Source: an optimization exercise on an open RTL-to-GDS flow (aim: small area, a short achievable clock period and few clock cycles). Production flows keep margins and buffers that such runs may drop.
Function was checked by simulation only, so behaviour that the tests miss may differ from the original.

## pine
==> flow/design.v (excerpt) <==
module sdl_cc (
    input  wire        clk,
    input  wire        rst,             
    input  wire [15:0] cfg_setpoint,
    input  wire [15:0] cfg_deadband,
    input  wire [6:0]  cfg_base_speed,
    input  wire [6:0]  cfg_max_speed,
    input  wire [6:0]  cfg_init_speed,
    input  wire [6:0]  cfg_creep_step,
    input  wire [31:0] cfg_kp,
    input  wire [31:0] cfg_ki,
    input  wire [31:0] cfg_kd,
    input  wire [31:0] cfg_dt,
    input  wire        cfg_map_mode,    
    input  wire        cfg_sp_sense,    
    input  wire        rq_valid,
    output wire        rq_ready,
    input  wire [19:0] rq_data,
    output reg         mc_valid,
    output wire [16:0] mc_out,
    output wire        fault
);
Size in the first run: ~8200 cells after synthesis, roughly 700 flip-flops, roughly 230 I/O pins, about 72000 µm² of cells after synthesis.
Settings: LEC_CHECK=0, CAP_MARGIN=20, CORE_MARGIN=2, CORE_UTILIZATION=40, SETUP_SLACK_MARGIN=5, SLEW_MARGIN=20; clock period 14.0 ns.
run.sh (not shown) runs the stock make flow with config.mk's settings and CLKGATE_MAP_FILE= SYNTH_SCRIPT=/design/flow/synth_recipe.tcl, a recipe that flattens the netlist after the stock synthesis.
Testbench counts of pine, summed over its fixed seeds: cycles 50,489.
Changes in oak relative to pine:
-- flow/design.v --
<<< pine, line 51
    reg        [79:0] wa_q;         
    reg        [48:0] we_q;         
    reg        [63:0] wp_q;         
    reg        [81:0] wb_q;         
    reg        [30:0] rem_q;
>>> oak, line 51
    reg        [79:0] wa_q;         
    reg        [48:0] we_q;         
    reg        [47:0] wp_q;         
    reg        [81:0] wb_q;         
    reg        [30:0] rem_q;
<<< pine, line 149
    wire [48:0] e_res;
    bk_add #(.W(49)) u_adde (.a(e_op0), .b(e_op1), .ci(e_ci), .s(e_res));
    wire [63:0] kps64 = {{16{kp_r[31]}}, kp_r, 16'd0};
    wire [63:0] bk_p  = (d1_q ? kps64 : 64'd0) | (d2_q ? {kps64[62:0], 1'b0} : 64'd0);
    wire [63:0] p_res;
    bk_add #(.W(64)) u_addp (.a({wp_q[61:0], 2'b00}), .b(bk_p ^ {64{dn_q}}), .ci(dn_q), .s(p_res));
    wire [81:0] kd_1  = {{50{kd_r[31]}}, kd_r};
    wire [81:0] qkd   = (qd_q == 2'd2) ? {kd_1[80:0], 1'b0} : (qd_q == 2'd1) ? kd_1 : 82'd0;
>>> oak, line 149
    wire [48:0] e_res;
    bk_add #(.W(49)) u_adde (.a(e_op0), .b(e_op1), .ci(e_ci), .s(e_res));
    wire [47:0] kp48  = {{16{kp_r[31]}}, kp_r};
    wire [47:0] bk_p  = (d1_q ? kp48 : 48'd0) | (d2_q ? {kp48[46:0], 1'b0} : 48'd0);
    wire [47:0] p_res;
    bk_add #(.W(48)) u_addp (.a({wp_q[45:0], 2'b00}), .b(bk_p ^ {48{dn_q}}), .ci(dn_q), .s(p_res));
    wire [81:0] kd_1  = {{50{kd_r[31]}}, kd_r};
    wire [81:0] qkd   = (qd_q == 2'd2) ? {kd_1[80:0], 1'b0} : (qd_q == 2'd1) ? kd_1 : 82'd0;
<<< pine, line 158
    wire [81:0] f0 = pre_q ? 82'd0 : {{2{p_q[79]}}, p_q};
    wire [81:0] f1 = pre_q ? 82'd0 : wa82;
    wire [81:0] f2 = pre_q ? 82'd0 : {{18{wp_q[63]}}, wp_q};
    wire [81:0] f3 = wb_q ^ {82{sb}};
    wire [81:0] s1 = f0 ^ f1 ^ f2;
>>> oak, line 158
    wire [81:0] f0 = pre_q ? 82'd0 : {{2{p_q[79]}}, p_q};
    wire [81:0] f1 = pre_q ? 82'd0 : wa82;
    wire [81:0] f2 = pre_q ? 82'd0 : {{18{wp_q[47]}}, wp_q, 16'd0};
    wire [81:0] f3 = wb_q ^ {82{sb}};
    wire [81:0] s1 = f0 ^ f1 ^ f2;
<<< pine, line 307
                                wa_q  <= 80'd0;
                                we_q  <= 49'd0;
                                wp_q  <= 64'd0;
                                wb_q  <= 82'd0;
                                rem_q <= 31'd0;
>>> oak, line 307
                                wa_q  <= 80'd0;
                                we_q  <= 49'd0;
                                wp_q  <= 48'd0;
                                wb_q  <= 82'd0;
                                rem_q <= 31'd0;
<<< pine, line 329
                    wa_q  <= 80'd0;
                    we_q  <= 49'd0;
                    wp_q  <= 64'd0;
                    wb_q  <= 82'd0;
                    rem_q <= 31'd0;
>>> oak, line 329
                    wa_q  <= 80'd0;
                    we_q  <= 49'd0;
                    wp_q  <= 48'd0;
                    wb_q  <= 82'd0;
                    rem_q <= 31'd0;
### Flow results
Both conditions hold for oak: the flow ran to the end and the final layout passed the timing, design-rule and antenna checks. Going from pine to oak, headroom to the max-slew limit fell by 7.1 points, global-route usage saw little to no change, total length of routed wires decreased about 1.4%, post-layout instance area down 1700 µm², via count of the first global-routing pass fell by about 2.2%. Taking pine as the reference, in oak die area shrank by 2.0%, final cycle utilization of the critical path went up 0.61 points.
Testbench counts of oak, summed over its fixed seeds: cycles 50,489.

========
## the baseline
Another version of the RTL of sdl_cc (not shown whole).
For scale: about 69000 um^2 of cells after synthesis.
Settings: LEC_CHECK=0, CAP_MARGIN=20, CORE_MARGIN=2, CORE_UTILIZATION=40, SETUP_SLACK_MARGIN=5, SLEW_MARGIN=20; clock period 14.0 ns.
Testbench counts of the baseline, summed over its fixed seeds: cycles 50,493.
diff inputs: the baseline => the candidate
-- flow/design.v --
<<< the baseline, line 33
    reg        [79:0] p_q;          
    wire       [31:0] kp_r = cfg_kp;
    wire       [30:0] dt_r = cfg_dt[30:0];
    reg               dt_bad_r;
    reg        [31:0] ki_r, kd_r;
    reg               pre_q;        
    reg        [62:0] kidt_q;       
>>> the candidate, line 33
    reg        [79:0] p_q;          
    wire       [31:0] kp_r = cfg_kp;
    wire       [31:0] kd_r = cfg_kd;
    wire       [30:0] dt_r = cfg_dt[30:0];
    reg               dt_bad_r;
    reg               pre_q;        
    reg        [62:0] kidt_q;       
<<< the baseline, line 120
    wire satn    =  we_q[48] && !we_q[47];
    wire sb      = xsgn_q & !pre_q & !redo_q;     
    wire [79:0] ki80 = {{48{ki_r[31]}}, ki_r};
    wire [79:0] fa0  = redo_q ? (rsp_q ? {ki80[32:0], 47'd0} : ~{ki80[32:0], 47'd0}) :
                       pre_q  ? 80'd0 : p_q;
>>> the candidate, line 120
    wire satn    =  we_q[48] && !we_q[47];
    wire sb      = xsgn_q & !pre_q & !redo_q;     
    wire [79:0] ki80 = {{48{cfg_ki[31]}}, cfg_ki};
    wire [79:0] fa0  = redo_q ? (rsp_q ? {ki80[32:0], 47'd0} : ~{ki80[32:0], 47'd0}) :
                       pre_q  ? 80'd0 : p_q;
<<< the baseline, line 199
    always @(posedge clk) begin
        dt_bad_r  <= cfg_dt[31] || (cfg_dt == 32'd0);
        ki_r      <= cfg_ki;
        kd_r      <= cfg_kd;
    end
    always @(posedge clk) begin
>>> the candidate, line 199
    always @(posedge clk) begin
        dt_bad_r  <= cfg_dt[31] || (cfg_dt == 32'd0);
    end
    always @(posedge clk) begin
Results
- Status: global-route usage parity (the candidate, the baseline)
- From the baseline to the candidate the numbers moved as follows: arrival time of the worst setup path saw an increase, share of the clock period used by the worst path saw an increase, clock period minus worst slack saw an increase, flip-flop and latch count saw a decrease, final area saw a decrease.
- The candidate ended up with a lower post-synthesis sequential element count than the baseline did.
- The worst setup slack reported for the candidate is smaller than that of the baseline by 0.36 ns.
- Layout clock buffer count, the candidate and the baseline: higher on the baseline
- Going from the baseline to the candidate, number of non-clock inverters increased about 1.8%; adder-cell share of the synthesized area increased 0.51 points; multiplexer share of the synthesized area essentially unchanged; post-detailed-route wirelength per cell increased about 0.8%.
- Sort the candidate and the baseline by largest fanout on the critical path asc -> top: the candidate
Testbench counts of the candidate, summed over its fixed seeds: cycles 50,493.

[static timing again, ports no longer ideal]
No port has a modelled driver above. Below, the same layouts with a new extraction and two added sets of constraints. Step 1 (the two cells are an assumption about what drives the block):
set clk [get_ports {clk}]
set_driving_cell -lib_cell sky130_fd_sc_hd__clkbuf_16 $clk
set_driving_cell -lib_cell sky130_fd_sc_hd__buf_2 [delete_from_list [all_inputs] $clk]
Step 2 moves the port delays by t, midway between the first and last clock arrival at a register: inputs arrive t later, outputs are due t later. That takes back most of the time a late clock gives input paths. a / b / c = no drivers / after step 1 / after step 2; a / b = the first two.
run	t (ns)	setup slack, ns	clock arrival spread, ns	worst data-port slew with drivers (ns)
pine	0.805	5.338 / 5.350 / 4.584	0.045 / 0.045	0.14
oak	0.808	5.252 / 5.319 / 4.511	0.041 / 0.040	0.13
the baseline	0.800	5.298 / 5.292 / 4.492	0.042 / 0.042	0.23
the candidate	0.814	4.939 / 4.994 / 4.181	0.043 / 0.043	0.16
After both steps setup and hold are still met in every run listed. For the baseline, which loses most, drivers alone change the setup slack by -0.006 ns; drivers and shift together by -0.806 ns.
